From an optimization exercise on the open Yosys and OpenROAD flow, aimed at small area, a short achievable clock period and few clock cycles per item; shortcuts taken in it are not production practice.
Function was checked by simulation only, so behaviour that the tests miss may differ from the original.
Power figures rest on the tool's default switching activity, not on a simulated workload.

File: flow/config.mk
export PLATFORM = sky130hd
export DESIGN_NAME = mnet_rxv
export DESIGN_NICKNAME = mnet_rxv
export VERILOG_FILES = /design/flow/design.v
export SDC_FILE = /design/flow/constraint.sdc
export NUM_CORES = 4
export LEC_CHECK = 0
export ABC_CLOCK_PERIOD_IN_PS = 2200
export CAP_MARGIN = 20
export CORE_MARGIN = 2
export CORE_UTILIZATION = 65
export CTS_CLUSTER_DIAMETER = 90
export CTS_CLUSTER_SIZE = 26
export SETUP_SLACK_MARGIN = 2.8
export SLEW_MARGIN = 20
File: flow/constraint.sdc
create_clock -name core_clock -period 5.0 [get_ports {clk}]
set_input_delay 1.0000 -clock core_clock [delete_from_list [all_inputs] [get_ports {clk}]]
set_output_delay 1.0000 -clock core_clock [all_outputs]
set_load 0.01 [all_outputs]
File: flow/design.v
module mnet_crc_step (
    input  wire [15:0] crc_in,
    input  wire [7:0]  data,
    output reg  [15:0] crc_out
);
    integer i;
    always @(*) begin
        crc_out = crc_in ^ {data, 8'h00};
        for (i = 0; i < 8; i = i + 1) begin
            if (crc_out[15])
                crc_out = {crc_out[14:0], 1'b0} ^ 16'h1021;
            else
                crc_out = {crc_out[14:0], 1'b0};
        end
    end
endmodule
module mnet_rxv (
    input  wire        clk,
    input  wire        rst,
    input  wire        key_wr,
    input  wire [2:0]  key_len,
    input  wire [47:0] key_data,
    input  wire        line_rx_valid,
    output wire        line_rx_ready,
    input  wire [7:0]  line_rx_data,
    input  wire        rx_obf,
    output wire        resp_valid,
    input  wire        resp_ready,
    output wire [7:0]  resp_data,
    output wire        resp_last
);
    localparam NB = 16;           
    localparam NS = 17;           
    localparam QD = 8;            
    localparam QA = 3;            
    localparam Q_OK  = 2'd0,
               Q_CRC = 2'd1,
               Q_BAD = 2'd2;
    integer k;
    genvar gb;
    reg [47:0] key;
    reg [2:0]  klen;
    always @(posedge clk) begin
        if (rst) begin
            klen <= 3'd0;
        end else if (key_wr && key_len >= 3'd3 && key_len <= 3'd6) begin
            klen <= key_len;
            key  <= key_data;
        end
    end
    reg       rdy_q;
    reg       i_v, s_v;
    reg [7:0] i_d, s_d;
    reg       i_o, s_o;
    reg       i_ff, i_01, i_04, i_00;
    wire      acc = line_rx_valid && rdy_q;
    wire      consume;
    assign line_rx_ready = rdy_q;
    wire [7:0] n_d = s_v ? s_d : line_rx_data;
    wire       n_o = s_v ? s_o : rx_obf;
    always @(posedge clk) begin
        if (rst) begin
            i_v   <= 1'b0;
            s_v   <= 1'b0;
            rdy_q <= 1'b0;
        end else begin
            if (!i_v || consume) begin
                i_d  <= n_d;
                i_o  <= n_o;
                i_ff <= (n_d == 8'hFF);
                i_01 <= (n_d == 8'h01);
                i_04 <= (n_d == 8'h04);
                i_00 <= (n_d == 8'h00);
                i_v  <= s_v || acc;
                s_v  <= s_v && acc;
            end else begin
                if (acc) s_v <= 1'b1;
            end
            if (acc && (s_v || (i_v && !consume))) begin
                s_d <= line_rx_data; s_o <= rx_obf;
            end
            rdy_q <= !((s_v && !(consume || !i_v)) || (acc && i_v && !consume) || (acc && s_v));
        end
    end
    reg [8:0] wc, cm, rc;
    reg [4:0] rdd;                
    reg       at_rc;              
    reg [4:0] ph;                 
    reg       room;               
    function [4:0] inc17(input [4:0] x);
        inc17 = (x == 5'd16) ? 5'd0 : x + 5'd1;
    endfunction
    function [4:0] dec17(input [4:0] x);
        dec17 = (x == 5'd0) ? 5'd16 : x - 5'd1;
    endfunction
    reg [7:0]  wb [0:NB-1];
    reg [4:0]  np;                
    reg [3:0]  wbk;
    reg [NB-1:0] woh;             
    reg [4:0]  dd;
    reg [4:0]  wd, cd;            
    wire       we  = (dd == 5'd0) && (np != 5'd0);
    wire [7:0] rout [0:NB-1];     
    reg  [NB-1:0] roh;            
    reg  [7:0] wbd, rring;
    integer b;
    always @(*) begin
        wbd   = 8'h00;
        rring = 8'h00;
        for (b = 0; b < NB; b = b + 1) begin
            wbd   = wbd   | (wb[b]   & {8{woh[b]}});
            rring = rring | (rout[b] & {8{roh[b]}});
        end
    end
    generate
        for (gb = 0; gb < NB; gb = gb + 1) begin : bank
            reg [8*NS-1:0] r;
            always @(posedge clk) begin
                r <= {r[8*NS-9:0], (we && woh[gb]) ? wbd : r[8*NS-1 -: 8]};
            end
            assign rout[gb] = r[8*NS-1 -: 8];
        end
    endgenerate
    reg        p_hunt, p_hdr, p_pay, p_crc1, p_crc2, p_term;
    reg        p_body;    
    reg        p_st;      
    reg        esc;
    reg [4:0]  hc;        
    reg [7:0]  rem;       
    reg        rem1;      
    reg [15:0] crc;
    reg        crc0;      
    reg        obf;
    reg [2:0]  ki;
    reg [7:0]  kx;        
    wire [2:0] ki_n = (ki == klen - 3'd1) ? 3'd0 : ki + 3'd1;
    reg  [7:0] key_n;
    always @(*) begin
        case (ki_n)
            3'd0:    key_n = key[7:0];
            3'd1:    key_n = key[15:8];
            3'd2:    key_n = key[23:16];
            3'd3:    key_n = key[31:24];
            3'd4:    key_n = key[39:32];
            default: key_n = key[47:40];
        endcase
    end
    wire [15:0] crc_next;
    mnet_crc_step u_crc (.crc_in(crc), .data(i_d), .crc_out(crc_next));
    reg [1:0]  sq [0:QD-1];
    reg [QA:0] sq_wp, sq_rp;
    reg        sq_full;
    wire       sq_empty = (sq_wp == sq_rp);
    wire in_body   = p_body;
    wire body_ok   = esc ? i_ff : !i_ff;             
    wire esc_start = in_body && !esc && i_ff;
    wire lone_esc  = in_body && esc && !i_ff;
    wire body_byte = in_body && body_ok;
    wire store     = p_st && body_ok;
    wire start     = p_hunt && i_01;
    wire fr_end    = p_term || lone_esc;
    wire good_end  = p_term && i_04 && crc0;
    wire bad_end   = fr_end && !good_end;
    reg  wb_free;         
    wire can = !((store || start) && !(wb_free && room)) && !(fr_end && sq_full)
               && !(bad_end && (np != 5'd0));
    assign consume = i_v && can;
    wire [7:0] pay_x = (obf && p_pay) ? (i_d ^ kx) : i_d;
    wire       wr    = consume && store;
    wire [1:0] st_code = good_end ? Q_OK : (p_term && i_04) ? Q_CRC : Q_BAD;
    always @(posedge clk) begin
        if (rst) begin
            p_hunt <= 1'b1;
            p_hdr  <= 1'b0;
            p_pay  <= 1'b0;
            p_crc1 <= 1'b0;
            p_crc2 <= 1'b0;
            p_term <= 1'b0;
            p_body <= 1'b0;
            p_st   <= 1'b0;
            esc    <= 1'b0;
            sq_wp  <= {(QA+1){1'b0}};
        end else if (consume) begin
            if (p_hunt && i_01) begin
                p_hunt <= 1'b0;
                p_hdr  <= 1'b1;
                p_body <= 1'b1;
                p_st   <= 1'b1;
                esc    <= 1'b0;
                hc     <= 5'b00001;
                crc    <= 16'h0000;
                crc0   <= 1'b1;
                obf    <= i_o && (klen != 3'd0);
                ki     <= 3'd0;
                kx     <= key[7:0];
            end
            if (p_term || lone_esc) begin
                p_term <= 1'b0;
                p_hdr  <= 1'b0;
                p_pay  <= 1'b0;
                p_crc1 <= 1'b0;
                p_crc2 <= 1'b0;
                p_body <= 1'b0;
                p_st   <= 1'b0;
                p_hunt <= 1'b1;
            end
            if (esc_start) esc <= 1'b1;
            if (body_byte) begin
                esc <= 1'b0;
                crc <= crc_next;
                crc0 <= (crc_next == 16'h0000);
                if (p_hdr) begin
                    hc <= {hc[3:0], 1'b0};
                    if (hc[4]) begin
                        rem    <= i_d;
                        rem1   <= (i_d == 8'h01);
                        p_hdr  <= 1'b0;
                        p_pay  <= !i_00;
                        p_crc1 <= i_00;
                        p_st   <= !i_00;
                    end
                end
                if (p_pay) begin
                    rem  <= rem - 8'd1;
                    rem1 <= (rem == 8'd2);
                    ki   <= ki_n;
                    kx   <= key_n ^ i_d;
                    if (rem1) begin
                        p_pay  <= 1'b0;
                        p_crc1 <= 1'b1;
                        p_st   <= 1'b0;
                    end
                end
                if (p_crc1) begin
                    p_crc1 <= 1'b0;
                    p_crc2 <= 1'b1;
                end
                if (p_crc2) begin
                    p_crc2 <= 1'b0;
                    p_term <= 1'b1;
                    p_body <= 1'b0;
                end
            end
            if (fr_end) begin
                sq[sq_wp[QA-1:0]] <= st_code;
                sq_wp <= sq_wp + 1'b1;
            end
        end
    end
    wire       sq_push = consume && fr_end;
    wire       sq_pop;
    wire [QA:0] sq_wpn = sq_wp + sq_push;
    wire [QA:0] sq_rpn = sq_rp + sq_pop;
    always @(posedge clk) begin
        if (rst) sq_full <= 1'b0;
        else     sq_full <= (sq_wpn[QA] != sq_rpn[QA]) && (sq_wpn[QA-1:0] == sq_rpn[QA-1:0]);
    end
    wire       inc  = consume && (store || start);
    wire [4:0] np_k = np - {4'd0, we};
    always @(posedge clk) begin
        if (rst)      wb_free <= 1'b1;
        else if (inc) wb_free <= (np_k < 5'd15);
        else          wb_free <= (np_k < 5'd16);
    end
    always @(posedge clk) begin
        if (rst) begin
            wc   <= 9'd0;
            cm   <= 9'd0;
            ph   <= 5'd0;
            np   <= 5'd0;
            wbk  <= 4'd0;
            woh  <= {{(NB-1){1'b0}}, 1'b1};
            dd   <= 5'd0;
            wd   <= 5'd0;
            cd   <= 5'd0;
            room <= 1'b0;
        end else begin
            ph   <= inc17(ph);
            room <= ((wc - rc) < 9'd270);
            np   <= np_k + {4'd0, inc};
            if (we) begin
                wbk <= wbk + 4'd1;
                woh <= {woh[NB-2:0], woh[NB-1]};
            end
            else    dd  <= dec17(dd);
            cd <= dec17(cd);
            if (inc) begin
                wb[wc[3:0]] <= pay_x;
                wc <= wc + 9'd1;
            end else begin
                wd <= dec17(wd);
            end
            if (consume && good_end) begin
                cm <= wc;
                cd <= dec17(wd);
            end
            if (consume && bad_end) begin
                wc  <= cm;
                wd  <= dec17(cd);
                wbk <= cm[3:0];
                woh <= {{(NB-1){1'b0}}, 1'b1} << cm[3:0];
                dd  <= dec17(cd);
            end
        end
    end
    localparam R_IDLE = 1'b0, R_DATA = 1'b1;
    reg         rs;
    reg [2:0]   rhc;        
    reg [7:0]   rlen;       
    reg [7:0]   rrem;       
    reg         rrem1;      
    reg         space;      
    reg         rq_v, rq_l, rq_h4;
    reg  [7:0]  rq_d;
    wire        rq_z = (rq_d == 8'h00);
    reg         len_end;    
    wire [7:0]  len_now = (rq_v && rq_h4) ? rq_d : rlen;
    wire        byp   = we && (wbk == rc[3:0]);
    wire [7:0]  rbyte = byp ? wbd : rring;
    reg       o_v, o_l, k_v, k_l, k2_v, k2_l;
    reg [7:0] o_d, k_d, k2_d;
    assign resp_valid = o_v;
    assign resp_data  = o_d;
    assign resp_last  = o_l;
    wire [1:0] sq_head = sq[sq_rp[QA-1:0]];
    wire       r_stat  = ((rs == R_IDLE) || len_end) && !sq_empty && space;
    wire       r_data  = (rs == R_DATA) && at_rc && space && !len_end;
    assign     sq_pop  = r_stat;
    wire       d_last  = (rhc == 3'd5) ? (len_now == 8'd1) : (rhc == 3'd6) && rrem1;
    always @(posedge clk) begin
        if (rst) begin
            rs    <= R_IDLE;
            sq_rp <= {(QA+1){1'b0}};
            rc    <= 9'd0;
            rdd   <= 5'd0;
            at_rc <= 1'b1;
            roh   <= {{(NB-1){1'b0}}, 1'b1};
            rq_v  <= 1'b0;
            len_end <= 1'b0;
        end else begin
            rq_v <= r_stat || r_data;
            len_end <= r_data && (rhc == 3'd4) && (rbyte == 8'h00);
            if (!(r_data || (r_stat && sq_head == Q_OK))) begin
                rdd   <= dec17(rdd);
                at_rc <= (rdd == 5'd1);
            end
            if (len_end) rs <= R_IDLE;
            if (r_stat) begin
                sq_rp <= sq_rp + 1'b1;
                rhc   <= 3'd0;
                rq_d  <= (sq_head == Q_OK) ? 8'h00 : (sq_head == Q_CRC) ? 8'h03 : 8'h02;
                rq_l  <= (sq_head != Q_OK);
                rq_h4 <= 1'b0;
                if (sq_head == Q_OK) begin
                    rs   <= R_DATA;
                    rc   <= rc + 9'd1;
                    roh  <= {roh[NB-2:0], roh[NB-1]};
                end
            end
            if (rq_v && rq_h4) rlen <= rq_d;
            if (r_data) begin
                rc    <= rc + 9'd1;
                roh   <= {roh[NB-2:0], roh[NB-1]};
                rq_d  <= rbyte;
                rq_l  <= d_last;
                rq_h4 <= (rhc == 3'd4);
                if (rhc != 3'd6) rhc <= rhc + 3'd1;
                if (rhc == 3'd5) begin
                    rrem  <= len_now - 8'd1;
                    rrem1 <= (len_now == 8'd2);
                end else if (rhc == 3'd6) begin
                    rrem  <= rrem - 8'd1;
                    rrem1 <= (rrem == 8'd2);
                end
                if (d_last) rs <= R_IDLE;
            end
        end
    end
    wire       q_v = rq_v;
    wire [7:0] q_d = rq_d;
    wire       q_l = rq_h4 ? rq_z : rq_l;
    wire       drain = o_v && resp_ready;
    wire       s0v = drain ? k_v  : o_v;
    wire       s1v = drain ? k2_v : k_v;
    wire       s2v = drain ? 1'b0 : k2_v;
    wire [7:0] s0d = drain ? k_d  : o_d;
    wire       s0l = drain ? k_l  : o_l;
    wire [7:0] s1d = drain ? k2_d : k_d;
    wire       s1l = drain ? k2_l : k_l;
    wire       nq_o = s0v || q_v;
    wire       n_k = s1v || (s0v && q_v);
    wire       n_k2 = s2v || (s1v && q_v);
    wire [2:0] cnt = {2'b0, o_v} + {2'b0, k_v} + {2'b0, k2_v} + {2'b0, rq_v} + {2'b0, r_stat || r_data};
    always @(posedge clk) begin
        if (rst) begin
            o_v   <= 1'b0;
            k_v   <= 1'b0;
            k2_v  <= 1'b0;
            space <= 1'b0;
        end else begin
            o_v  <= nq_o;
            k_v  <= n_k;
            k2_v <= n_k2;
            if (s0v)      begin o_d <= s0d; o_l <= s0l; end
            else if (q_v) begin o_d <= q_d; o_l <= q_l; end
            if (s1v)      begin k_d <= s1d; k_l <= s1l; end
            else if (q_v) begin k_d <= q_d; k_l <= q_l; end
            if (!s2v && q_v) begin k2_d <= q_d; k2_l <= q_l; end
            space <= drain ? (cnt <= 3'd3) : (cnt <= 3'd2);
        end
    end
endmodule
File: flow/run.sh
#!/bin/bash
# synth_recipe.tcl (not shown) runs the flow's synth.tcl, then flattens the netlist and writes it again
# the make line also repeats each setting of config.mk as NAME=value (left out here)
make -C /OpenROAD-flow-scripts/flow DESIGN_CONFIG=/design/flow/config.mk WORK_HOME=/design/flow/orfs CLKGATE_MAP_FILE= SYNTH_SCRIPT=/design/flow/synth_recipe.tcl finish
==> impl_metrics.py, run 1 <==
metrics = {
    "synth": {
        "ys_seq_area_frac": 0.852,
        "yosys_most_used_dff": "dfxtp_1",
        "yosys_warnings": 2,
        "syn-mean-instance-area_sq_um": 15.3,
        "synthCells": 4250,
        "synth_nets": 4360,
        "syn_area_sq_um": 65100,
        "ys_async_sr_fraction": 0,
        "synth-edff-count": 314,
        "synth_cell_types": 78,
        "ys_seq_elements": 2615,
    },
    "detailed_routing": {
        "drc": 0,
        "via_count": 30548,
        "drt-initial-drc-count": 2561,
        "routedWlPerCell_microns": 19.9,
        "ant_nets": 0,
        "wl_microns": 117000,
        "drtPass1Iterations": 6,
        "viasPerCell": 5.23,
    },
    "timing": {
        "fin_tns_setup_ns": 0,
        "hold_violations": 0,
        "skew_ns": 0.0373,
        "maxSlewViolCount": 0,
        "relSlewSlack": 0.436,
        "rsz0062_at_grt": "true",
        "finalSetupViolCount": 0,
        "fmax_mhz": 379,
        "tightestPinTransition_ns": 0.845,
        "final.period_utilization": 0.527,
        "fin_crit_ns": 2.64,
    },
    "grt": {
        "grt.met2_usage": 0.332,
        "antenna_found_initial": 3,
        "grtUsageMet3": 0.0370,
        "grt_usage": 0.219,
        "met1_usage": 0.326,
        "grt_pass1_vias": 28989,
        "grt_first_pass_wirelength_microns": 170000,
        "grt_max_degree": 56,
        "busiest_layer": "met2",
        "grt_overflow_total": 0,
    },
    "setup_path": {
        "endpoint": "len_end",
        "crit_type": "reg2reg",
        "rr_startpoint": "np[3]",
        "critPathArrivalTime_ns": 3.32,
        "reg2reg_depth": 12,
        "cp_max_fo": 8,
        "cp.required_ns": 5.68,
        "worstSetupStartpoint": "np[3]",
        "end_kind": "flip-flop",
        "critPathLaunchType": "flip-flop",
        "r2r_setup_slack_ns": 2.36,
        "r2r_end": "len_end",
    },
    "floorplan": {
        "die-area_sq_um": 103000,
        "num_rows": 116,
        "coreArea_sq_um": 99700,
        "chipWidth_microns": 320,
        "initial_core_util": 0.653,
        "io-pin-count": 76,
        "die_h_microns": 320,
    },
    "layout": {
        "syn2layout_area_growth_pct": 14.2,
        "fin_nets": 4627,
        "layout_common_cells": "dfxtp_1 (2,270), edfxtp_1 (314), nand2_1 (262)",
        "drive_gt1_frac": 0.145,
        "final_common_cell": "dfxtp_1",
    },
    "clock_tree": {
        "path_clk_slew_ns": 0.10,
        "postCtsHoldBufs": 0,
        "htreeDepth": 3,
        "clockBufferDepth": 3,
        "cts_tree": "done",
        "cts_buffers": 111,
        "clk_latency_ns": 0.74,
        "cts_sinks": 2615,
        "root_buffer": "clkbuf_16",
    },
    "pwr": {
        "power.density_nw_per_um2": 470,
        "total_power_mw": 34.9,
        "power_leakage_nw": 28.1,
        "vdd_drop_max_uv": 432,
    },
    "placement": {
        "gp_congestion": 0.823,
        "io_buffer_count": 75,
        "dp_hpwl_microns": 71100,
    },
    "min_path": {
        "hold_path.class": "reg2reg",
    },
    "run_status": {
        "outcome": "finished clean",
    },
    "flow_run": {
        "maxCapViolations": 0,
    },
}
state kept, by name, indices dropped and copies added, names as in the netlist, 9 cells and up, named ones only:
register / cells
woh: 16
crc: 16
rc: 9
bank.r: 2176
key: 48
roh: 16
sq: 16
cm: 9
wb: 128
wc: 9
cell usage after synthesis, types with 46 or more instances:
library cell / n / area, sq um
xnor2_1: 72 / 631
nor2_1: 161 / 604
a22oi_1: 90 / 676
edfxtp_1: 314 / 9430
nor3_1: 46 / 230
a21oi_1: 81 / 405
o21ai_0: 193 / 966
clkbuf_1: 113 / 424
nand2_1: 301 / 1130
nand3_1: 54 / 270
inv_1: 62 / 233
dfxtp_1: 2301 / 46100
final cells by class:
type | instances | area [sq um]
repair buffers | 274 | 3060
well taps | 1298 | 1620
multi-input cells | 1449 | 10700
diodes | 3 | 7.51
repair inverters | 2 | 50.0
flip-flops and latches | 2615 | 55600
clock buffers | 131 | 2900
clock inverters | 10 | 131
inverters | 64 | 275
fillers | 6190 | 25400
cells by family (layout without fill, tap and decap cells):
group	count (synthesis)	count (layout)	synth area share
AOI/OAI and AO/OA	513	513	0.0506
xor gates and xnor gates	107	107	0.0147
buffers and inverters	193	481	0.0115
and+or+nand+nor	712	719	0.0506
muxes	64	64	0.0111
DFF	2615	2615	0.852
other	0	3	0
adders and majority gates	46	46	0.00915
through the flow:
stage                     instance area [sq um]  utilization  hold WS, ns  setup WS [ns]  std cells
after floorplan                           65700            -        0.310           1.96       4250
after global placement                    67700        0.679        0.310           1.94       5526
final                                     74300        0.745        0.308           2.36       5846
after global routing                      74300        0.745        0.318           2.32       5844
after CTS                                 72400        0.727        0.309           2.46       5762
after detailed placement                  67700        0.679        0.312           1.91       5526
what timing repair did:
item,in CTS,in global routing
gates cloned,4,17
buffers inserted,91,64
resized for setup,220,254
endpoints found under the setup margin,500,499
pin swaps,68,104
worst max-delay path, cell delays in order (launching register included):
cell     delay, ns
dfxtp_4       0.35
or4_4         0.57
buf_6         0.15
o21ai_4       0.24
buf_6         0.14
buf_6         0.08
buf_6         0.09
buf_8         0.10
nor2_4        0.04
buf_12        0.15
mux2i_2       0.17
nor4_1        0.32
and3_1        0.20
how the worst min path moves through the flow:
stage | from | to | depth (start not counted)
floorplan | bank[0].r[92] | bank[0].r[100] | 0
global route | bank[11].r[113] | bank[11].r[121] | 0
finish | bank[11].r[113] | bank[11].r[121] | 0
global placement | bank[3].r[32] | bank[3].r[40] | 0
detailed placement | bank[10].r[90] | bank[10].r[98] | 0
CTS | bank[11].r[113] | bank[11].r[121] | 0
routing by layer:
layer / vias up / share of wire
met1: 14760 / 0.47
met2: 814 / 0.44
met5: - / 0
met4: 0 / 0.030
met3: 214 / 0.052
li1: 14760 / -
power by group:
group	internal [mW]	switching (mW)
clock	4.14	5.86
sequential	22.0	0.358
combinational	1.05	1.49
Testbench counts, summed over its fixed seeds: cycles 16,131, items 192.
==> run 2: changes to the inputs <==
--- a/flow/design.v
+++ b/flow/design.v
@@ -101,3 +101,4 @@
     reg [4:0]  wd, cd;            
-    wire       we  = (dd == 5'd0) && (np != 5'd0);
+    reg        we;                
+    reg        npnz, np1;         
     wire [7:0] rout [0:NB-1];     
@@ -165,3 +166,3 @@
     wire can = !((store || start) && !(wb_free && room)) && !(fr_end && sq_full)
-               && !(bad_end && (np != 5'd0));
+               && !(bad_end && npnz);
     assign consume = i_v && can;
@@ -270,2 +271,5 @@
             np   <= 5'd0;
+            npnz <= 1'b0;
+            np1  <= 1'b0;
+            we   <= 1'b0;
             wbk  <= 4'd0;
@@ -280,2 +284,5 @@
             np   <= np_k + {4'd0, inc};
+            npnz <= inc ? 1'b1 : (np_k != 5'd0);
+            np1  <= inc ? (np_k == 5'd0) : (np_k == 5'd1);
+            we   <= we ? (inc || !np1) : ((dd == 5'd1) && (inc || npnz));
             if (we) begin
==> run 2 against run 1 <==
Still clean. Sequential power down 2%. Hold slack better by 0.0071 ns. Die area up 0.59%. Largest power group unchanged.
==> impl_metrics.py, run 2 <==
metrics = {
    "floorplan": {
        "io-pin-count": 76,
        "chipWidth_microns": 321,
        "die_h_microns": 321,
        "die-area_sq_um": 103000,
        "initial_core_util": 0.655,
        "num_rows": 116,
        "coreArea_sq_um": 100000,
    },
    "grt": {
        "grt_first_pass_wirelength_microns": 167000,
        "grt_usage": 0.216,
        "antenna_found_initial": 2,
        "grt_max_degree": 59,
        "grt_overflow_total": 0,
        "grt_pass1_vias": 28092,
    },
    "run_status": {
        "outcome": "finished clean",
    },
    "synth": {
        "ys_async_sr_fraction": 0,
        "synth_cell_types": 83,
        "yosys_most_used_dff": "dfxtp_1",
        "netlist_top_cells_area": "dfxtp_1 (70%), edfxtp_1 (14%), a21oi_1 (1.7%), nor2_1 (1.5%), xnor2_1 (1.0%)",
        "synth_top_cell_by_area": "dfxtp_1",
        "ys_seq_area_frac": 0.848,
        "synth_nets": 4374,
        "synthCells": 4263,
        "synth-edff-count": 314,
        "yosys_warnings": 2,
        "synth_most_common_cell": "dfxtp_1",
        "ys_seq_elements": 2618,
        "syn_area_sq_um": 65500,
        "yosys-top-cells-count": "dfxtp_1 (2,304), edfxtp_1 (314), nor2_1 (254)",
        "syn-mean-instance-area_sq_um": 15.4,
        "synth_top_area_share": 0.704,
    },
    "layout": {
        "antennaDiodeCount": 0,
        "final_common_cell": "dfxtp_1",
        "largest_reg_flops": 2176,
        "drive_gt1_frac": 0.118,
        "regMostFlops": "bank.r",
        "layout_common_cells": "dfxtp_1 (2,268), edfxtp_1 (314), nor2_1 (225)",
        "syn2layout_area_growth_pct": 11.7,
        "n_fill_cell": 6336,
        "fin_nets": 4550,
    },
    "timing": {
        "relSlewSlack": 0.264,
        "hold_violations": 0,
        "fin_crit_ns": 2.38,
        "fin_tns_setup_ns": 0,
        "tightestPinTransition_ns": 1.10,
        "finalSetupViolCount": 0,
        "final.period_utilization": 0.476,
        "fmax_mhz": 420,
        "maxSlewViolCount": 0,
        "skew_ns": 0.0333,
        "rsz0062_at_grt": "true",
    },
    "min_path": {
        "holdPathStages": 0,
        "hold_path.class": "reg2reg",
    },
    "detailed_routing": {
        "drc": 0,
        "routedWlPerCell_microns": 19.4,
        "drt-initial-drc-count": 2413,
        "ant_nets": 0,
        "via_count": 29835,
        "viasPerCell": 5.18,
        "drtPass1Iterations": 5,
        "wl_microns": 112000,
    },
    "setup_path": {
        "end_kind": "flip-flop",
        "r2r_setup_slack_ns": 2.62,
        "crit_type": "reg2reg",
        "worstSetupStartpoint": "i_ff",
        "endpoint": "wb[3][1]",
        "cp_max_fo": 8,
        "reg2reg_depth": 9,
        "critPathLaunchType": "flip-flop",
        "cp.required_ns": 5.44,
        "rr_startpoint": "i_ff",
        "r2r_end": "wb[3][1]",
        "critPathArrivalTime_ns": 2.82,
    },
    "clock_tree": {
        "postCtsHoldBufs": 0,
        "cts_buffers": 111,
        "clk_latency_ns": 0.74,
        "path_clk_slew_ns": 0.10,
        "cts_sinks": 2618,
        "htreeDepth": 3,
        "clockBufferDepth": 3,
        "cts_tree": "done",
        "root_buffer": "clkbuf_16",
    },
    "flow_run": {
        "maxCapViolations": 0,
    },
    "pwr": {
        "power.density_nw_per_um2": 454,
        "vdd_drop_max_uv": 386,
        "power_leakage_nw": 27.7,
        "total_power_mw": 33.2,
    },
    "placement": {
        "gp_congestion": 0.837,
        "dp_hpwl_microns": 71100,
        "io_buffer_count": 75,
    },
}
[run 2: cell families (layout without fill, tap and decap cells)]
group,Yosys count,in the layout,synth area share
AOI/OAI and AO/OA,524,525,0.0536
xor gates and xnor gates,121,121,0.0168
adders and majority gates,47,47,0.00929
buffers and inverters,220,423,0.0133
DFF,2618,2618,0.848
muxes,57,57,0.0101
and+or+nand+nor,676,676,0.0486
[run 2: metal layers]
metal	routed length, microns	vias to the layer above	global-route usage
li1	-	14588	-
met1	56100	14423	0.338
met2	48100	641	0.316
met3	4850	183	0.0269
met4	3090	0	0.0634
met5	0	-	0
[run 2: final cells by class]
type                    instances  area (sq um)  area share
well taps                    1298          1620      0.0222
repair buffers                214          2270      0.0310
multi-input cells            1426         10300       0.141
inverters                      68           267     0.00364
clock buffers                 131          2900      0.0396
clock inverters                10           151     0.00207
flip-flops and latches       2618         55600       0.761
[run 2: worst max-delay path, stage by stage (launching register included)]
cell       delay (ns)
edfxtp_1         0.51
xnor2_2          0.27
a21o_4           0.20
buf_12           0.11
o2111ai_4        0.18
nor2_4           0.17
buf_12           0.17
nand2_8          0.09
nor3_4           0.20
buf_12           0.18
[run 2: stage by stage]
stage | cells | hold slack [ns] | util | cell area [sq um] | setup slack [ns]
finish | 5765 | 0.315 | 0.731 | 73100 | 2.62
global route | 5765 | 0.319 | 0.731 | 73100 | 2.51
CTS | 5722 | 0.312 | 0.721 | 72100 | 2.65
detailed placement | 5516 | 0.312 | 0.678 | 67800 | 1.90
global placement | 5515 | 0.310 | 0.678 | 67800 | 1.95
floorplan | 4263 | 0.310 | - | 65900 | 1.96
[run 2: worst min path at each step]
stage | endpoint | from
floorplan | bank[0].r[100] | bank[0].r[92]
global placement | bank[10].r[85] | bank[10].r[77]
detailed placement | bank[13].r[35] | bank[13].r[27]
CTS | bank[12].r[128] | bank[12].r[120]
global route | bank[2].r[21] | bank[2].r[13]
finish | bank[10].r[106] | bank[10].r[98]
[run 2: where the power goes]
group / switching [mW] / leakage, nW / internal, mW / total, mW
registers: 0.244 / 21.5 / 21.8 / 22.0
clock network: 5.85 / 1.49 / 4.19 / 10.0
logic: 0.624 / 4.69 / 0.499 / 1.12
total: 6.72 / 27.7 / 26.5 / 33.2
[run 2: what timing repair did]
action / in CTS / in global routing
buffers inserted: 65 / 38
gates resized for setup: 180 / 144
cloned: 0 / 5
hold endpoints to repair: 0 / 0
pin swaps: 55 / 75
setup endpoints to repair: 406 / 336
Testbench counts of run 2, summed over its fixed seeds: cycles 16,131, items 192.
==> run 3: changes to the inputs <==
--- a/flow/config.mk
+++ b/flow/config.mk
@@ -7,3 +7,3 @@
 export LEC_CHECK = 0
-export ABC_CLOCK_PERIOD_IN_PS = 2200
+export ABC_CLOCK_PERIOD_IN_PS = 2400
 export CAP_MARGIN = 20
@@ -13,3 +13,3 @@
 export CTS_CLUSTER_SIZE = 26
-export SETUP_SLACK_MARGIN = 2.8
+export SETUP_SLACK_MARGIN = 2.6
 export SLEW_MARGIN = 20
==> run 3 against run 2 <==
Global-route usage is 0.080 points lower. Combinational power is 9.8% lower. Largest cell class unchanged. Largest power group unchanged. Clock power hardly changed. Synthesized cell count stayed put. Critical path depth is 2 higher.
==> impl_metrics.py, run 3 <==
metrics = {
    "synth": {
        "synth_top_cell_by_area": "dfxtp_1",
        "synthCells": 4263,
        "netlist_top_cells_area": "dfxtp_1 (70%), edfxtp_1 (14%), a21oi_1 (1.7%), nor2_1 (1.5%), xnor2_1 (1.0%)",
        "ys_async_sr_fraction": 0,
        "syn_area_sq_um": 65500,
        "synth_top_area_share": 0.704,
        "yosys_most_used_dff": "dfxtp_1",
        "ys_seq_area_frac": 0.848,
        "synth_cell_types": 83,
        "synth_nets": 4374,
        "synth-edff-count": 314,
        "ys_seq_elements": 2618,
        "syn-mean-instance-area_sq_um": 15.4,
        "synth_most_common_cell": "dfxtp_1",
        "yosys_warnings": 2,
        "yosys-top-cells-count": "dfxtp_1 (2,304), edfxtp_1 (314), nor2_1 (254)",
    },
    "grt": {
        "grt_max_degree": 91,
        "grt_usage": 0.215,
        "antenna_found_initial": 2,
        "grt_overflow_total": 0,
        "grt_pass1_vias": 28042,
        "grt_first_pass_wirelength_microns": 166000,
    },
    "layout": {
        "n_fill_cell": 6531,
        "antennaDiodeCount": 0,
        "stdcell_area_sq_um": 71500,
        "syn2layout_area_growth_pct": 9.18,
        "register_area_sq_um": 55600,
        "fin_nets": 4476,
        "regMostFlops": "bank.r",
        "largest_reg_flops": 2176,
        "drive_gt1_frac": 0.0833,
        "multi_input_area_sq_um": 9690,
        "layout_common_cells": "dfxtp_1 (2,288), edfxtp_1 (314), nor2_1 (237)",
        "final_common_cell": "dfxtp_1",
    },
    "pwr": {
        "p_comb_frac": 0.030,
        "clkPwrFrac": 0.304,
        "switching_share": 0.201,
        "internal-power_mw": 26.4,
        "vdd_drop_max_uv": 424,
        "power.density_nw_per_um2": 462,
        "p_sw_mw": 6.66,
        "pwr-share-seq": 0.666,
        "power_leakage_nw": 27.1,
    },
    "detailed_routing": {
        "drt-initial-drc-count": 2163,
        "wl_microns": 110000,
        "drc": 0,
        "ant_nets": 0,
        "drtPass1Iterations": 5,
        "routedWlPerCell_microns": 19.4,
        "via_count": 29564,
        "viasPerCell": 5.19,
    },
    "setup_path": {
        "crit_cells": 11,
        "crit_type": "reg2reg",
        "cp_max_fo": 6,
        "path_cells": "xor2_1 -> o41a_1 -> a21oi_4 -> inv_1 -> fa_2 -> inv_1 -> ha_1 -> nand2b_1 -> a21oi_1 -> a21oi_1 -> nor2_1",
        "crit_family": "compound AO/OA/AOI/OAI gates",
        "cp.required_ns": 5.58,
        "r2r_setup_slack_ns": 2.60,
        "critPathArrivalTime_ns": 2.98,
        "r2r_end": "space",
        "rr_startpoint": "sq_rp[1]",
        "crit_slowest_cell": "o41a_1",
        "end_kind": "flip-flop",
        "critPathBufInv": 2,
        "slowest_delay_ns": 0.50,
        "critPathLaunchType": "flip-flop",
        "reg2reg_depth": 11,
    },
    "clock_tree": {
        "root_buffer": "clkbuf_16",
        "cts_sinks": 2618,
        "path_clk_slew_ns": 0.10,
        "cts_tree": "done",
        "cts_buffers": 111,
        "clockBufferDepth": 3,
        "clk_latency_ns": 0.74,
        "htreeDepth": 3,
    },
    "min_path": {
        "hp-start": "bank[12].r[45]",
        "hold_path.class": "reg2reg",
        "min_to": "bank[12].r[53]",
        "holdPathStages": 0,
    },
    "placement": {
        "gp_congestion": 0.857,
        "place_area_sq_um": 67600,
        "dp_hpwl_microns": 72500,
        "io_buffer_count": 75,
    },
    "timing": {
        "fin_crit_ns": 2.40,
        "fmax_mhz": 417,
        "tightestPinTransition_ns": 1.05,
        "fin_tns_setup_ns": 0,
        "rsz0062_at_grt": "true",
        "relSlewSlack": 0.299,
        "hold_violations": 0,
        "finalSetupViolCount": 0,
        "final.period_utilization": 0.479,
        "holdWs_ns": 0.308,
        "maxSlewViolCount": 0,
        "skew_ns": 0.0322,
    },
    "floorplan": {
        "die-area_sq_um": 103000,
        "initial_core_util": 0.655,
        "io-pin-count": 76,
        "chipWidth_microns": 321,
        "coreArea_sq_um": 100000,
        "die_h_microns": 321,
        "num_rows": 116,
    },
    "flow_run": {
        "maxCapViolations": 0,
    },
    "run_status": {
        "outcome": "finished clean",
    },
}
## run 3: final cells by class
class                      instances  share of cell area
clock buffer                     132              0.0406
tap                             1298              0.0227
sequential                      2618               0.777
clock inverter                    10             0.00220
timing repair buffer             141              0.0179
inverter                          68             0.00369
multi-input combinational       1425               0.136
## run 3: stage by stage
stage,instances,setup slack [ns],power (mW),utilization
2_1_floorplan,4263,1.96,23.1,-
3_3_place_gp,5511,1.67,23.4,0.676
3_5_place_dp,5511,1.62,23.5,0.676
4_1_cts,5681,2.58,33.3,0.712
5_1_grt,5692,2.49,34.2,0.715
6_report,5692,2.60,33.1,0.715
## run 3: what timing repair did
| action | 4_1_cts | 5_1_grt |
|---|---|---|
| pin swaps | 21 | 12 |
| hold buffers | 0 | 0 |
| setup buffers | 28 | 11 |
| endpoints found under the setup margin | 349 | 276 |
| resized for setup | 122 | 48 |
## run 3: cell families (layout without fill, tap and decap cells)
family          after synthesis  count (layout)  share of synthesized area
compound gates              524             524                     0.0536
buf+inv                     220             351                     0.0133
flops                      2618            2618                      0.848
xor+xnor                    121             121                     0.0168
fa+ha+maj                    47              47                    0.00929
mux                          57              57                     0.0101
simple gates                676             676                     0.0486
## run 3: power groups by stage
| stage | clock, mW | combinational (mW) | sequential (mW) |
|---|---|---|---|
| after floorplan | 0 | 0.697 | 22.4 |
| after global placement | 0 | 0.948 | 22.5 |
| after detailed placement | 0 | 0.962 | 22.5 |
| after CTS | 10.3 | 0.996 | 22.0 |
| after global routing | 11.0 | 1.12 | 22.1 |
| final | 10.0 | 1.01 | 22.0 |
## run 3: worst max path at each step
stage | startpoint | endpoint | slack, ns
floorplan | rst | key[0] | 1.96
global placement | resp_ready | k_d[2] | 1.67
detailed placement | resp_ready | k_d[7] | 1.62
CTS | rs | rq_d[6] | 2.58
global route | sq_rp[1] | space | 2.49
finish | sq_rp[1] | space | 2.60
## run 3: worst register-to-register path, delay by kind of cell, from the launching register on
family / cells / cell delay, ns
buffers and inverters: 2 / 0.14
flip-flops: 1 / 0.37
adder cells (fa/ha/maj): 2 / 0.56
XOR/XNOR: 1 / 0.16
AND/OR/NAND/NOR: 2 / 0.13
AO/OA/AOI/OAI: 4 / 0.88
## run 3: per-layer routing
metal	global-route usage	share of wire	wire length [microns]
met5	0	0.000082	9
met2	0.317	0.43	47200
met4	0.0661	0.028	3100
met1	0.327	0.49	54100
met3	0.0372	0.054	5930
==> run 4: changes to the inputs <==
--- a/flow/design.v
+++ b/flow/design.v
@@ -315,3 +315,2 @@
     reg [2:0]   rhc;        
-    reg [7:0]   rlen;       
     reg [7:0]   rrem;       
@@ -319,11 +318,8 @@
     reg         space;      
-    reg         rq_v, rq_l, rq_h4;
-    reg  [7:0]  rq_d;
-    wire        rq_z = (rq_d == 8'h00);
     reg         len_end;    
-    wire [7:0]  len_now = (rq_v && rq_h4) ? rq_d : rlen;
     wire        byp   = we && (wbk == rc[3:0]);
     wire [7:0]  rbyte = byp ? wbd : rring;
-    reg       o_v, o_l, k_v, k_l, k2_v, k2_l;
-    reg [7:0] o_d, k_d, k2_d;
+    wire        rzero = (rbyte == 8'h00);
+    reg       o_v, o_l, k_v, k_l;
+    reg [7:0] o_d, k_d;
     assign resp_valid = o_v;
@@ -335,16 +331,14 @@
     assign     sq_pop  = r_stat;
-    wire       d_last  = (rhc == 3'd5) ? (len_now == 8'd1) : (rhc == 3'd6) && rrem1;
+    wire       d_last  = (rhc == 3'd4) ? rzero : (rhc == 3'd5) && rrem1;
     always @(posedge clk) begin
         if (rst) begin
-            rs    <= R_IDLE;
-            sq_rp <= {(QA+1){1'b0}};
-            rc    <= 9'd0;
-            rdd   <= 5'd0;
-            at_rc <= 1'b1;
-            roh   <= {{(NB-1){1'b0}}, 1'b1};
-            rq_v  <= 1'b0;
+            rs      <= R_IDLE;
+            sq_rp   <= {(QA+1){1'b0}};
+            rc      <= 9'd0;
+            rdd     <= 5'd0;
+            at_rc   <= 1'b1;
+            roh     <= {{(NB-1){1'b0}}, 1'b1};
             len_end <= 1'b0;
         end else begin
-            rq_v <= r_stat || r_data;
-            len_end <= r_data && (rhc == 3'd4) && (rbyte == 8'h00);
+            len_end <= r_data && (rhc == 3'd4) && rzero;
             if (!(r_data || (r_stat && sq_head == Q_OK))) begin
@@ -357,23 +351,16 @@
                 rhc   <= 3'd0;
-                rq_d  <= (sq_head == Q_OK) ? 8'h00 : (sq_head == Q_CRC) ? 8'h03 : 8'h02;
-                rq_l  <= (sq_head != Q_OK);
-                rq_h4 <= 1'b0;
                 if (sq_head == Q_OK) begin
-                    rs   <= R_DATA;
-                    rc   <= rc + 9'd1;
-                    roh  <= {roh[NB-2:0], roh[NB-1]};
+                    rs  <= R_DATA;
+                    rc  <= rc + 9'd1;
+                    roh <= {roh[NB-2:0], roh[NB-1]};
                 end
             end
-            if (rq_v && rq_h4) rlen <= rq_d;
             if (r_data) begin
-                rc    <= rc + 9'd1;
-                roh   <= {roh[NB-2:0], roh[NB-1]};
-                rq_d  <= rbyte;
-                rq_l  <= d_last;
-                rq_h4 <= (rhc == 3'd4);
-                if (rhc != 3'd6) rhc <= rhc + 3'd1;
-                if (rhc == 3'd5) begin
-                    rrem  <= len_now - 8'd1;
-                    rrem1 <= (len_now == 8'd2);
-                end else if (rhc == 3'd6) begin
+                rc  <= rc + 9'd1;
+                roh <= {roh[NB-2:0], roh[NB-1]};
+                if (rhc != 3'd5) rhc <= rhc + 3'd1;
+                if (rhc == 3'd4) begin
+                    rrem  <= rbyte;
+                    rrem1 <= (rbyte == 8'h01);
+                end else begin
                     rrem  <= rrem - 8'd1;
@@ -381,3 +368,3 @@
                 end
-                if (d_last) rs <= R_IDLE;
+                if (rhc == 3'd5 && rrem1) rs <= R_IDLE;
             end
@@ -385,17 +372,13 @@
     end
-    wire       q_v = rq_v;
-    wire [7:0] q_d = rq_d;
-    wire       q_l = rq_h4 ? rq_z : rq_l;
+    wire       q_v = r_stat || r_data;
+    wire [7:0] q_d = r_stat ? ((sq_head == Q_OK) ? 8'h00 : (sq_head == Q_CRC) ? 8'h03 : 8'h02)
+                           : rbyte;
+    wire       q_l = r_stat ? (sq_head != Q_OK) : d_last;
     wire       drain = o_v && resp_ready;
-    wire       s0v = drain ? k_v  : o_v;
-    wire       s1v = drain ? k2_v : k_v;
-    wire       s2v = drain ? 1'b0 : k2_v;
-    wire [7:0] s0d = drain ? k_d  : o_d;
-    wire       s0l = drain ? k_l  : o_l;
-    wire [7:0] s1d = drain ? k2_d : k_d;
-    wire       s1l = drain ? k2_l : k_l;
+    wire       s0v = drain ? k_v : o_v;
+    wire       s1v = drain ? 1'b0 : k_v;
+    wire [7:0] s0d = drain ? k_d : o_d;
+    wire       s0l = drain ? k_l : o_l;
     wire       nq_o = s0v || q_v;
     wire       n_k = s1v || (s0v && q_v);
-    wire       n_k2 = s2v || (s1v && q_v);
-    wire [2:0] cnt = {2'b0, o_v} + {2'b0, k_v} + {2'b0, k2_v} + {2'b0, rq_v} + {2'b0, r_stat || r_data};
     always @(posedge clk) begin
@@ -404,14 +387,10 @@
             k_v   <= 1'b0;
-            k2_v  <= 1'b0;
             space <= 1'b0;
         end else begin
-            o_v  <= nq_o;
-            k_v  <= n_k;
-            k2_v <= n_k2;
+            o_v <= nq_o;
+            k_v <= n_k;
             if (s0v)      begin o_d <= s0d; o_l <= s0l; end
             else if (q_v) begin o_d <= q_d; o_l <= q_l; end
-            if (s1v)      begin k_d <= s1d; k_l <= s1l; end
-            else if (q_v) begin k_d <= q_d; k_l <= q_l; end
-            if (!s2v && q_v) begin k2_d <= q_d; k2_l <= q_l; end
-            space <= drain ? (cnt <= 3'd3) : (cnt <= 3'd2);
+            if (!s1v && q_v) begin k_d <= q_d; k_l <= q_l; end
+            space <= !n_k;
         end
--- a/flow/config.mk
+++ b/flow/config.mk
@@ -7,3 +7,3 @@
 export LEC_CHECK = 0
-export ABC_CLOCK_PERIOD_IN_PS = 2400
+export ABC_CLOCK_PERIOD_IN_PS = 2200
 export CAP_MARGIN = 20
@@ -13,3 +13,3 @@
 export CTS_CLUSTER_SIZE = 26
-export SETUP_SLACK_MARGIN = 2.6
+export SETUP_SLACK_MARGIN = 2.8
 export SLEW_MARGIN = 20
==> run 4 against run 3 <==
Final area about the same. Maximum frequency fell by 0.68%. Combinational power increased by 28%. Worst setup slack lost 0.016 ns. Count of clock-buffer cells in the layout shrank 3. Sequential share of layout area fell by 1.1 points. Sequential power hardly changed. Largest power group unchanged.
==> impl_metrics.py, run 4 <==
metrics = {
    "floorplan": {
        "die_h_microns": 317,
        "die-area_sq_um": 101000,
        "initial_core_util": 0.658,
        "io-pin-count": 76,
        "coreArea_sq_um": 97000,
        "num_rows": 114,
        "chipWidth_microns": 317,
    },
    "timing": {
        "fin_crit_ns": 2.41,
        "relSlewSlack": 0.250,
        "maxSlewViolCount": 0,
        "rsz0062_at_grt": "true",
        "tightestPinTransition_ns": 1.13,
        "hold_violations": 0,
        "final.period_utilization": 0.483,
        "skew_ns": 0.0522,
        "fmax_mhz": 414,
        "finalSetupViolCount": 0,
        "setup_slack_ns": 2.59,
        "fin_tns_setup_ns": 0,
    },
    "synth": {
        "netlist_top_cells_area": "dfxtp_1 (72%), edfxtp_1 (14%), a21oi_1 (1.9%), nor2_1 (1.6%), xnor2_1 (1.0%)",
        "syn-mean-instance-area_sq_um": 15.3,
        "synth_nets": 4272,
        "ys_seq_area_frac": 0.858,
        "synthCells": 4167,
        "ys_seq_elements": 2589,
        "synth_top_area_share": 0.723,
        "synth-edff-count": 287,
        "synth_cell_types": 64,
        "yosys-top-cells-count": "dfxtp_1 (2,302), edfxtp_1 (287), nor2_1 (264)",
        "syn_area_sq_um": 63800,
        "ys_async_sr_fraction": 0,
        "yosys_most_used_dff": "dfxtp_1",
        "yosys_warnings": 2,
        "synth_top_cell_by_area": "dfxtp_1",
        "synth_most_common_cell": "dfxtp_1",
    },
    "grt": {
        "met1_usage": 0.332,
        "grt_max_degree": 59,
        "grtUsageMet3": 0.0350,
        "grt_usage": 0.226,
        "grt.met2_usage": 0.338,
        "grt_first_pass_wirelength_microns": 168000,
        "grt_overflow_total": 0,
        "grt_pass1_vias": 27754,
        "busiest_layer": "met2",
        "antenna_found_initial": 3,
    },
    "layout": {
        "regMostFlops": "bank.r",
        "layout_common_cells": "dfxtp_1 (2,255), edfxtp_1 (287), nor2_1 (241)",
        "finish.utilization": 0.737,
        "drive_gt1_frac": 0.123,
        "fin_nets": 4462,
        "stdcell_area_sq_um": 71500,
        "n_fill_cell": 6139,
        "syn2layout_area_growth_pct": 12.1,
        "final_common_cell": "dfxtp_1",
        "largest_reg_flops": 2176,
    },
    "detailed_routing": {
        "drt-initial-drc-count": 2424,
        "routedWlPerCell_microns": 20.2,
        "via_count": 29409,
        "ant_nets": 0,
        "viasPerCell": 5.20,
        "drc": 0,
        "wl_microns": 114000,
        "drtPass1Iterations": 6,
    },
    "clock_tree": {
        "path_clk_slew_ns": 0.11,
        "cts_sinks": 2589,
        "root_buffer": "clkbuf_16",
        "htreeDepth": 3,
        "clockBufferDepth": 3,
        "cts_tree": "done",
        "cts_buffers": 109,
        "clk_latency_ns": 0.74,
    },
    "placement": {
        "place_area_sq_um": 66200,
        "gp_congestion": 0.897,
        "io_buffer_count": 75,
        "dp_hpwl_microns": 72400,
        "place_ws_ns": 1.74,
    },
    "setup_path": {
        "critPathArrivalTime_ns": 2.86,
        "cp_max_fo": 7,
        "end_kind": "flip-flop",
        "critPathLaunchType": "flip-flop",
        "cp.required_ns": 5.45,
        "crit_type": "reg2reg",
    },
    "pwr": {
        "power_leakage_nw": 27.3,
        "total_power_mw": 32.8,
        "vdd_drop_max_uv": 372,
        "power.density_nw_per_um2": 459,
    },
    "flow_run": {
        "maxCapViolations": 0,
    },
    "min_path": {
        "hold_path.class": "reg2reg",
    },
    "run_status": {
        "outcome": "finished clean",
    },
}
==> run 4: cell families (layout without fill, tap and decap cells) <==
| group | after synthesis | count (layout) | synth area share |
|---|---|---|---|
| DFF | 2589 | 2589 | 0.858 |
| and+or+nand+nor | 671 | 675 | 0.0484 |
| AOI/OAI and AO/OA | 514 | 514 | 0.0507 |
| buffers and inverters | 199 | 409 | 0.0119 |
| xor gates and xnor gates | 116 | 116 | 0.0163 |
| adders and majority gates | 40 | 40 | 0.00796 |
| muxes | 38 | 38 | 0.00706 |
| other | 0 | 2 | 0 |
==> run 4: layout make-up <==
type / count / area, sq um / share of cell area
repair buffers: 226 / 2260 / 0.0316
inverters: 48 / 189 / 0.00264
flip-flops and latches: 2589 / 54800 / 0.767
clock inverters: 6 / 87.6 / 0.00123
clock buffers: 129 / 2830 / 0.0396
well taps: 1276 / 1600 / 0.0223
multi-input cells: 1383 / 9690 / 0.136
diodes: 2 / 5.00 / 0.0000700
==> run 4: worst paths after layout <==
check	cells past startpoint	end	from	slack (ns)
hold reg to reg	0	bank[10].r[64]	bank[10].r[56]	0.28
hold / removal	0	bank[10].r[64]	bank[10].r[56]	0.28
setup / recovery	9	wb[3][5]	crc0	2.59
setup reg to reg	9	wb[3][5]	crc0	2.59
==> run 4: per-layer routing <==
layer  wire length [microns]  up-vias
met4                    5170        0
li1                        -    14185
met2                   49500      801
met5                       0        -
met1                   53900    14196
met3                    5710      227
==> run 4: stage by stage <==
step / cells / hold WS [ns]
CTS: 5607 / 0.292
finish: 5659 / 0.284
global placement: 5400 / 0.309
detailed placement: 5400 / 0.312
floorplan: 4167 / 0.310
global route: 5657 / 0.304
==> run 4: power by group <==
| part | internal [mW] | total, mW | switching (mW) |
|---|---|---|---|
| registers | 21.5 | 21.7 | 0.235 |
| clock network | 4.06 | 9.80 | 5.74 |
| logic | 0.569 | 1.29 | 0.723 |
| total | 26.1 | 32.8 | 6.70 |
==> run 4: critical path, cell delays in order, from the launching register on <==
cell,delay (ns)
edfxtp_1,0.47
nand3_4,0.16
a21oi_4,0.20
o221ai_4,0.16
buf_12,0.17
nand2b_4,0.16
nor2_4,0.30
nand2_4,0.16
nor3_4,0.19
buf_6,0.16
==> run 4: timing repair <==
| item | in CTS | in global routing |
|---|---|---|
| buffers inserted | 69 | 47 |
| hold buffers | 0 | 0 |
| pin swaps | 48 | 74 |
| endpoints found under the hold margin | 0 | 0 |
| resized for setup | 201 | 146 |
| cloned | 3 | 3 |
| endpoints found under the setup margin | 538 | 352 |
Testbench counts of run 4, summed over its fixed seeds: cycles 16,123, items 192.
==> run 5: changes to the inputs <==
--- a/flow/design.v
+++ b/flow/design.v
@@ -252,7 +252,9 @@
     wire       sq_pop;
-    wire [QA:0] sq_wpn = sq_wp + sq_push;
+    wire [QA:0] sq_wp1 = sq_wp + 1'b1;
     wire [QA:0] sq_rpn = sq_rp + sq_pop;
+    wire        sqf_p  = (sq_wp1[QA] != sq_rpn[QA]) && (sq_wp1[QA-1:0] == sq_rpn[QA-1:0]);
+    wire        sqf_n  = (sq_wp[QA] != sq_rpn[QA]) && (sq_wp[QA-1:0] == sq_rpn[QA-1:0]);
     always @(posedge clk) begin
         if (rst) sq_full <= 1'b0;
-        else     sq_full <= (sq_wpn[QA] != sq_rpn[QA]) && (sq_wpn[QA-1:0] == sq_rpn[QA-1:0]);
+        else     sq_full <= sq_push ? sqf_p : sqf_n;
     end
@@ -293,4 +295,4 @@
             cd <= dec17(cd);
+            if (wb_free) wb[wc[3:0]] <= pay_x;
             if (inc) begin
-                wb[wc[3:0]] <= pay_x;
                 wc <= wc + 9'd1;
@@ -394,3 +396,3 @@
             if (!s1v && q_v) begin k_d <= q_d; k_l <= q_l; end
-            space <= !n_k;
+            space <= drain ? !(k_v && q_v) : !(k_v || (o_v && q_v));
         end
--- a/flow/config.mk
+++ b/flow/config.mk
@@ -7,3 +7,3 @@
 export LEC_CHECK = 0
-export ABC_CLOCK_PERIOD_IN_PS = 2200
+export ABC_CLOCK_PERIOD_IN_PS = 2400
 export CAP_MARGIN = 20
@@ -13,3 +13,3 @@
 export CTS_CLUSTER_SIZE = 26
-export SETUP_SLACK_MARGIN = 2.8
+export SETUP_SLACK_MARGIN = 2.6
 export SLEW_MARGIN = 20
==> run 5 against run 4 <==
Still clean. First-iteration DRC count fell by 11%. Die area rose by 0.13%. Final area fell by 1.7%. Utilization fell by 1.3 points. Clock power rose by 1%. Critical endpoint is now o_l. Largest cell class unchanged. Highest routed layer unchanged.
==> impl_metrics.py, run 5 <==
metrics = {
    "grt": {
        "grt_usage": 0.214,
        "grt_first_pass_wirelength_microns": 163000,
        "antenna_found_initial": 0,
        "grt_overflow_total": 0,
        "grt_max_degree": 75,
        "grt_pass1_vias": 27566,
    },
    "synth": {
        "synth_top_area_share": 0.722,
        "netlist_top_cells_area": "dfxtp_1 (72%), edfxtp_1 (13%), a21oi_1 (2.0%), nor2_1 (1.5%), nand2_1 (1.1%)",
        "syn_area_sq_um": 63900,
        "synth_most_common_cell": "dfxtp_1",
        "ys_seq_area_frac": 0.857,
        "yosys_warnings": 2,
        "syn-mean-instance-area_sq_um": 15.3,
        "ys_seq_elements": 2589,
        "synth_top_cell_by_area": "dfxtp_1",
        "synth_cell_types": 71,
        "synthCells": 4187,
        "synth-edff-count": 287,
        "yosys-top-cells-count": "dfxtp_1 (2,302), edfxtp_1 (287), nor2_1 (262)",
        "synth_nets": 4290,
        "yosys_most_used_dff": "dfxtp_1",
        "ys_async_sr_fraction": 0,
    },
    "clock_tree": {
        "root_buffer": "clkbuf_16",
        "path_clk_slew_ns": 0.11,
        "cts_tree": "done",
        "cts_buffers": 110,
        "htreeDepth": 3,
        "clockBufferDepth": 3,
        "cts_sinks": 2589,
        "postCtsHoldBufs": 0,
        "clk_latency_ns": 0.74,
    },
    "timing": {
        "relSlewSlack": 0.230,
        "fin_tns_setup_ns": 0,
        "tightestPinTransition_ns": 1.15,
        "holdWs_ns": 0.309,
        "finalSetupViolCount": 0,
        "skew_ns": 0.0330,
        "final.period_utilization": 0.471,
        "fmax_mhz": 425,
        "setup_slack_ns": 2.65,
        "fin_crit_ns": 2.35,
        "hold_violations": 0,
        "rsz0062_at_grt": "true",
        "maxSlewViolCount": 0,
    },
    "layout": {
        "fin_cells": 5608,
        "layout_common_cells": "dfxtp_1 (2,263), edfxtp_1 (287), nor2_1 (254)",
        "antennaDiodeCount": 0,
        "syn2layout_area_growth_pct": 10.0,
        "regMostFlops": "bank.r",
        "n_fill_cell": 6311,
        "fin_nets": 4408,
        "register_area_sq_um": 54800,
        "largest_reg_flops": 2176,
        "final_common_cell": "dfxtp_1",
        "stdcell_area_sq_um": 70300,
        "drive_gt1_frac": 0.0905,
        "finish.utilization": 0.724,
        "multi_input_area_sq_um": 9250,
    },
    "setup_path": {
        "critPathArrivalTime_ns": 2.93,
        "cp_max_fo": 10,
        "critPathBufInv": 0,
        "crit_type": "reg2reg",
        "end_kind": "flip-flop",
        "path_cells": "a22o_1 -> a221oi_4 -> and4_4 -> mux2i_2 -> nor4_4 -> a41oi_2 -> o31ai_1",
        "crit_family": "compound AO/OA/AOI/OAI gates",
        "critPathLaunchType": "flip-flop",
        "crit_slowest_cell": "dfxtp_2",
        "slowest_delay_ns": 0.45,
        "cp.required_ns": 5.57,
    },
    "placement": {
        "place_area_sq_um": 66000,
        "io_buffer_count": 75,
        "gp_congestion": 0.841,
        "post-place-cells": 5418,
        "place_ws_ns": 1.81,
        "dp_hpwl_microns": 69400,
    },
    "floorplan": {
        "die_h_microns": 317,
        "chipWidth_microns": 317,
        "initial_core_util": 0.658,
        "num_rows": 114,
        "die-area_sq_um": 101000,
        "io-pin-count": 76,
        "coreArea_sq_um": 97000,
    },
    "run_status": {
        "outcome": "finished clean",
    },
    "pwr": {
        "total_power_mw": 33.0,
        "power_leakage_nw": 26.7,
        "power.density_nw_per_um2": 469,
        "vdd_drop_max_uv": 417,
    },
    "detailed_routing": {
        "viasPerCell": 5.14,
        "drtPass1Iterations": 7,
        "via_count": 28832,
        "drt-initial-drc-count": 2148,
        "ant_nets": 0,
        "drc": 0,
        "routedWlPerCell_microns": 19.4,
        "wl_microns": 109000,
    },
    "flow_run": {
        "maxCapViolations": 0,
    },
    "min_path": {
        "hold_path.class": "reg2reg",
    },
}
[run 5: timing repair]
item	in CTS	in global routing
resized for setup	155	93
cloned	2	2
buffers inserted	24	23
endpoints found under the setup margin	247	151
hold endpoints to repair	0	0
pin swaps	15	34
[run 5: worst reg2reg max path, delay by kind of cell (launching register included)]
family	cells	cell delay, ns
compound gates	4	0.99
mux	1	0.14
simple gates	2	0.63
flops	1	0.45
[run 5: layout make-up]
type	count	area share
clock buffer	128	0.0404
multi-input combinational	1404	0.132
timing repair buffer	153	0.0198
timing repair inverter	1	0.0000712
inverter	46	0.00278
clock inverter	11	0.00258
sequential	2589	0.780
tap	1276	0.0227
[run 5: worst paths after layout]
path,slack (ns),endpoint,cells after the start,from
worst max-delay path,2.65,o_l,7,woh[9]
worst min-delay path,0.31,bank[12].r[60],0,bank[12].r[52]
worst max register to register,2.65,o_l,7,woh[9]
worst min register to register,0.31,bank[12].r[60],0,bank[12].r[52]
[run 5: logic make-up (layout without fill, tap and decap cells)]
kind of cell,count (synthesis),after routing,share of synthesized area
mux,34,34,0.00629
buf+inv,197,339,0.0119
fa+ha+maj,38,38,0.00756
simple gates,689,692,0.0497
flops,2589,2589,0.857
compound gates,525,525,0.0520
xor+xnor,115,115,0.0160
[run 5: power breakdown]
part | leakage, nW | switching, mW | internal (mW) | total, mW
clock network | 1.47 | 5.82 | 4.08 | 9.91
registers | 21.2 | 0.237 | 21.5 | 21.8
logic | 3.96 | 0.762 | 0.537 | 1.30
total | 26.7 | 6.82 | 26.2 | 33.0
[run 5: layer usage]
layer	GRT usage	wire length, microns	vias up
met4	0.0733	3520	0
met3	0.0337	5170	194
met1	0.317	52100	13898
li1	-	-	14107
met5	0	0	-
met2	0.327	48000	633
Testbench counts of run 5, summed over its fixed seeds: cycles 16,123, items 192.
==> run 6: changes to the inputs <==
--- a/flow/config.mk
+++ b/flow/config.mk
@@ -7,3 +7,3 @@
 export LEC_CHECK = 0
-export ABC_CLOCK_PERIOD_IN_PS = 2400
+export ABC_CLOCK_PERIOD_IN_PS = 2250
 export CAP_MARGIN = 20
@@ -13,3 +13,3 @@
 export CTS_CLUSTER_SIZE = 26
-export SETUP_SLACK_MARGIN = 2.6
+export SETUP_SLACK_MARGIN = 2.75
 export SLEW_MARGIN = 20
==> run 6 against run 5 <==
Still clean. Via count grew 1.3%. Sequential share of layout area down 0.97 points. Sequential power is essentially flat. Power hardly changed. Utilization up 0.93 points. Combinational power up 6%. Clock power decreased by 1%. Critical path type unchanged. Highest routed layer unchanged.
==> impl_metrics.py, run 6 <==
metrics = {
    "run_status": {
        "outcome": "finished clean",
    },
    "detailed_routing": {
        "drt-initial-drc-count": 2210,
        "viasPerCell": 5.15,
        "drc": 0,
        "via_count": 29200,
        "routedWlPerCell_microns": 19.4,
        "wl_microns": 110000,
        "ant_nets": 0,
        "drtPass1Iterations": 5,
    },
    "floorplan": {
        "io-pin-count": 76,
        "coreArea_sq_um": 97000,
        "chipWidth_microns": 317,
        "num_rows": 114,
        "initial_core_util": 0.658,
        "die_h_microns": 317,
        "die-area_sq_um": 101000,
    },
    "placement": {
        "gp_congestion": 0.865,
        "io_buffer_count": 75,
        "dp_hpwl_microns": 70300,
        "place_ws_ns": 1.61,
    },
    "timing": {
        "skew_ns": 0.0391,
        "maxSlewViolCount": 0,
        "relSlewSlack": 0.278,
        "hold_violations": 0,
        "final.period_utilization": 0.474,
        "fin_tns_setup_ns": 0,
        "setup_slack_ns": 2.63,
        "finalSetupViolCount": 0,
        "fmax_mhz": 422,
        "tightestPinTransition_ns": 1.08,
        "fin_crit_ns": 2.37,
        "rsz0062_at_grt": "true",
    },
    "synth": {
        "synth_top_area_share": 0.722,
        "synth_nets": 4290,
        "synth-edff-count": 287,
        "ys_async_sr_fraction": 0,
        "synthCells": 4187,
        "yosys_warnings": 2,
        "synth_top_cell_by_area": "dfxtp_1",
        "yosys-top-cells-count": "dfxtp_1 (2,302), edfxtp_1 (287), nor2_1 (262)",
        "synth_cell_types": 71,
        "ys_seq_elements": 2589,
        "yosys_most_used_dff": "dfxtp_1",
        "syn-mean-instance-area_sq_um": 15.3,
        "synth_most_common_cell": "dfxtp_1",
        "netlist_top_cells_area": "dfxtp_1 (72%), edfxtp_1 (13%), a21oi_1 (2.0%), nor2_1 (1.5%), nand2_1 (1.1%)",
        "ys_seq_area_frac": 0.857,
        "syn_area_sq_um": 63900,
    },
    "grt": {
        "grt_max_degree": 50,
        "antenna_found_initial": 1,
        "grt_overflow_total": 0,
        "grt_first_pass_wirelength_microns": 165000,
        "grt_pass1_vias": 27772,
        "grt_usage": 0.217,
    },
    "pwr": {
        "pwr-share-seq": 0.661,
        "internal-power_mw": 26.1,
        "p_sw_mw": 6.82,
        "power.density_nw_per_um2": 463,
        "switching_share": 0.207,
        "power_leakage_nw": 27.1,
        "clkPwrFrac": 0.297,
        "p_comb_frac": 0.042,
        "vdd_drop_max_uv": 405,
        "total_power_mw": 33.0,
    },
    "min_path": {
        "hold_path.class": "reg2reg",
    },
    "clock_tree": {
        "cts_sinks": 2589,
        "cts_buffers": 109,
        "htreeDepth": 3,
        "root_buffer": "clkbuf_16",
        "cts_tree": "done",
        "clk_latency_ns": 0.75,
        "path_clk_slew_ns": 0.11,
        "clockBufferDepth": 3,
    },
    "layout": {
        "drive_gt1_frac": 0.115,
        "layout_common_cells": "dfxtp_1 (2,255), edfxtp_1 (287), a21oi_1 (247)",
        "largest_reg_flops": 2176,
        "fin_nets": 4468,
        "regMostFlops": "bank.r",
        "finish.utilization": 0.734,
        "final_common_cell": "dfxtp_1",
        "syn2layout_area_growth_pct": 11.4,
    },
    "setup_path": {
        "cp.required_ns": 5.43,
        "cp_max_fo": 4,
        "crit_type": "reg2reg",
        "critPathLaunchType": "flip-flop",
        "end_kind": "flip-flop",
        "critPathArrivalTime_ns": 2.81,
    },
    "flow_run": {
        "maxCapViolations": 0,
    },
}
==> run 6: cell counts after synthesis <==
Identical to the previous run, type by type.
==> run 6: path summary, 6_finish.rpt <==
kind                 start  slack [ns]  depth (start not counted)        endpoint
min reg2reg  bank[5].r[94]        0.30                          0  bank[5].r[102]
max reg2reg           i_ff        2.63                          9        sq[0][0]
min          bank[5].r[94]        0.30                          0  bank[5].r[102]
max                   i_ff        2.63                          9        sq[0][0]
==> run 6: kinds of logic after synthesis <==
group                      share of synthesized area
and+or+nand+nor                               0.0497
adders and majority gates                    0.00756
muxes                                        0.00629
DFF                                            0.857
xor gates and xnor gates                      0.0160
buffers and inverters                         0.0119
AOI/OAI and AO/OA                             0.0520
==> run 6: final cells by class <==
type	instances	area [sq um]
inverters	46	195
clock buffers	127	2810
multi-input cells	1406	9630
clock inverters	10	156
repair buffers	213	1970
well taps	1276	1600
flip-flops and latches	2589	54800
diodes	2	5.00
fillers	6278	25800
==> run 6: what timing repair did <==
action	CTS	global route
hold buffers	0	0
cloned	2	4
resized for setup	221	129
pin swaps	32	61
setup endpoints to repair	321	228
setup buffers	55	50
==> run 6: per-stage QoR <==
stage          hold WS (ns)  instance area, sq um  instances
5_1_grt               0.306                 71100       5667
3_5_place_dp          0.312                 66100       5419
3_3_place_gp          0.310                 66100       5419
2_1_floorplan         0.310                 64100       4187
6_report              0.305                 71200       5669
4_1_cts               0.304                 70200       5613
==> run 6: per-layer routing <==
metal / vias up / share of wire / track usage
li1: 14243 / - / -
met5: - / 0 / 0
met1: 14056 / 0.48 / 0.323
met4: 0 / 0.028 / 0.0632
met3: 185 / 0.054 / 0.0362
met2: 716 / 0.44 / 0.332
==> run 6: power by group through the flow <==
stage / logic (mW) / clock network [mW] / registers (mW)
global placement: 1.15 / 0 / 22.2
floorplan: 0.790 / 0 / 22.1
global route: 1.51 / 10.8 / 21.8
CTS: 1.28 / 10.1 / 21.8
finish: 1.38 / 9.80 / 21.8
detailed placement: 1.16 / 0 / 22.3
==> run 6: critical path: stages, from the launching register on <==
cell,delay (ns)
edfxtp_1,0.49
xnor2_2,0.21
a21oi_4,0.20
buf_6,0.14
buf_6,0.10
o22ai_4,0.09
nor2_4,0.18
nand2_4,0.09
or3_4,0.40
nor3_4,0.16

re-timing with driven ports:
No port has a modelled driver above. Below, the same layouts with a new extraction and two added sets of constraints.
Step 1: set_driving_cell puts a clkbuf_16 on clk and a buf_2 on each other input, an assumption about the parent block.
Step 2, shift: input delay + t, output delay - t, t = (earliest + latest rising clock arrival at the registers) / 2. This alone moves slack from input paths to output paths.
Three values: ideal, step 1, step 2; two values: the first two.
run	t, ns	setup slack, ns	hold WS [ns]	worst setup path after step 2
run 1	0.788	2.365 / 2.365 / 2.073	0.308 / 0.308 / 0.308	input to register
run 2	0.790	2.619 / 2.619 / 2.131	0.315 / 0.315 / 0.315	input to register
run 3	0.792	2.603 / 2.603 / 1.912	0.308 / 0.308 / 0.308	input to register
run 4	0.787	2.586 / 2.571 / 2.022	0.284 / 0.284 / 0.284	input to register
run 5	0.795	2.645 / 2.616 / 2.011	0.309 / 0.309 / 0.309	input to register
run 6	0.800	2.629 / 2.622 / 2.087	0.305 / 0.305 / 0.305	input to register
After both steps every run listed still meets setup and hold. For run 3, which loses most, drivers alone change the setup slack by 0.000 ns; drivers and shift together by -0.691 ns.
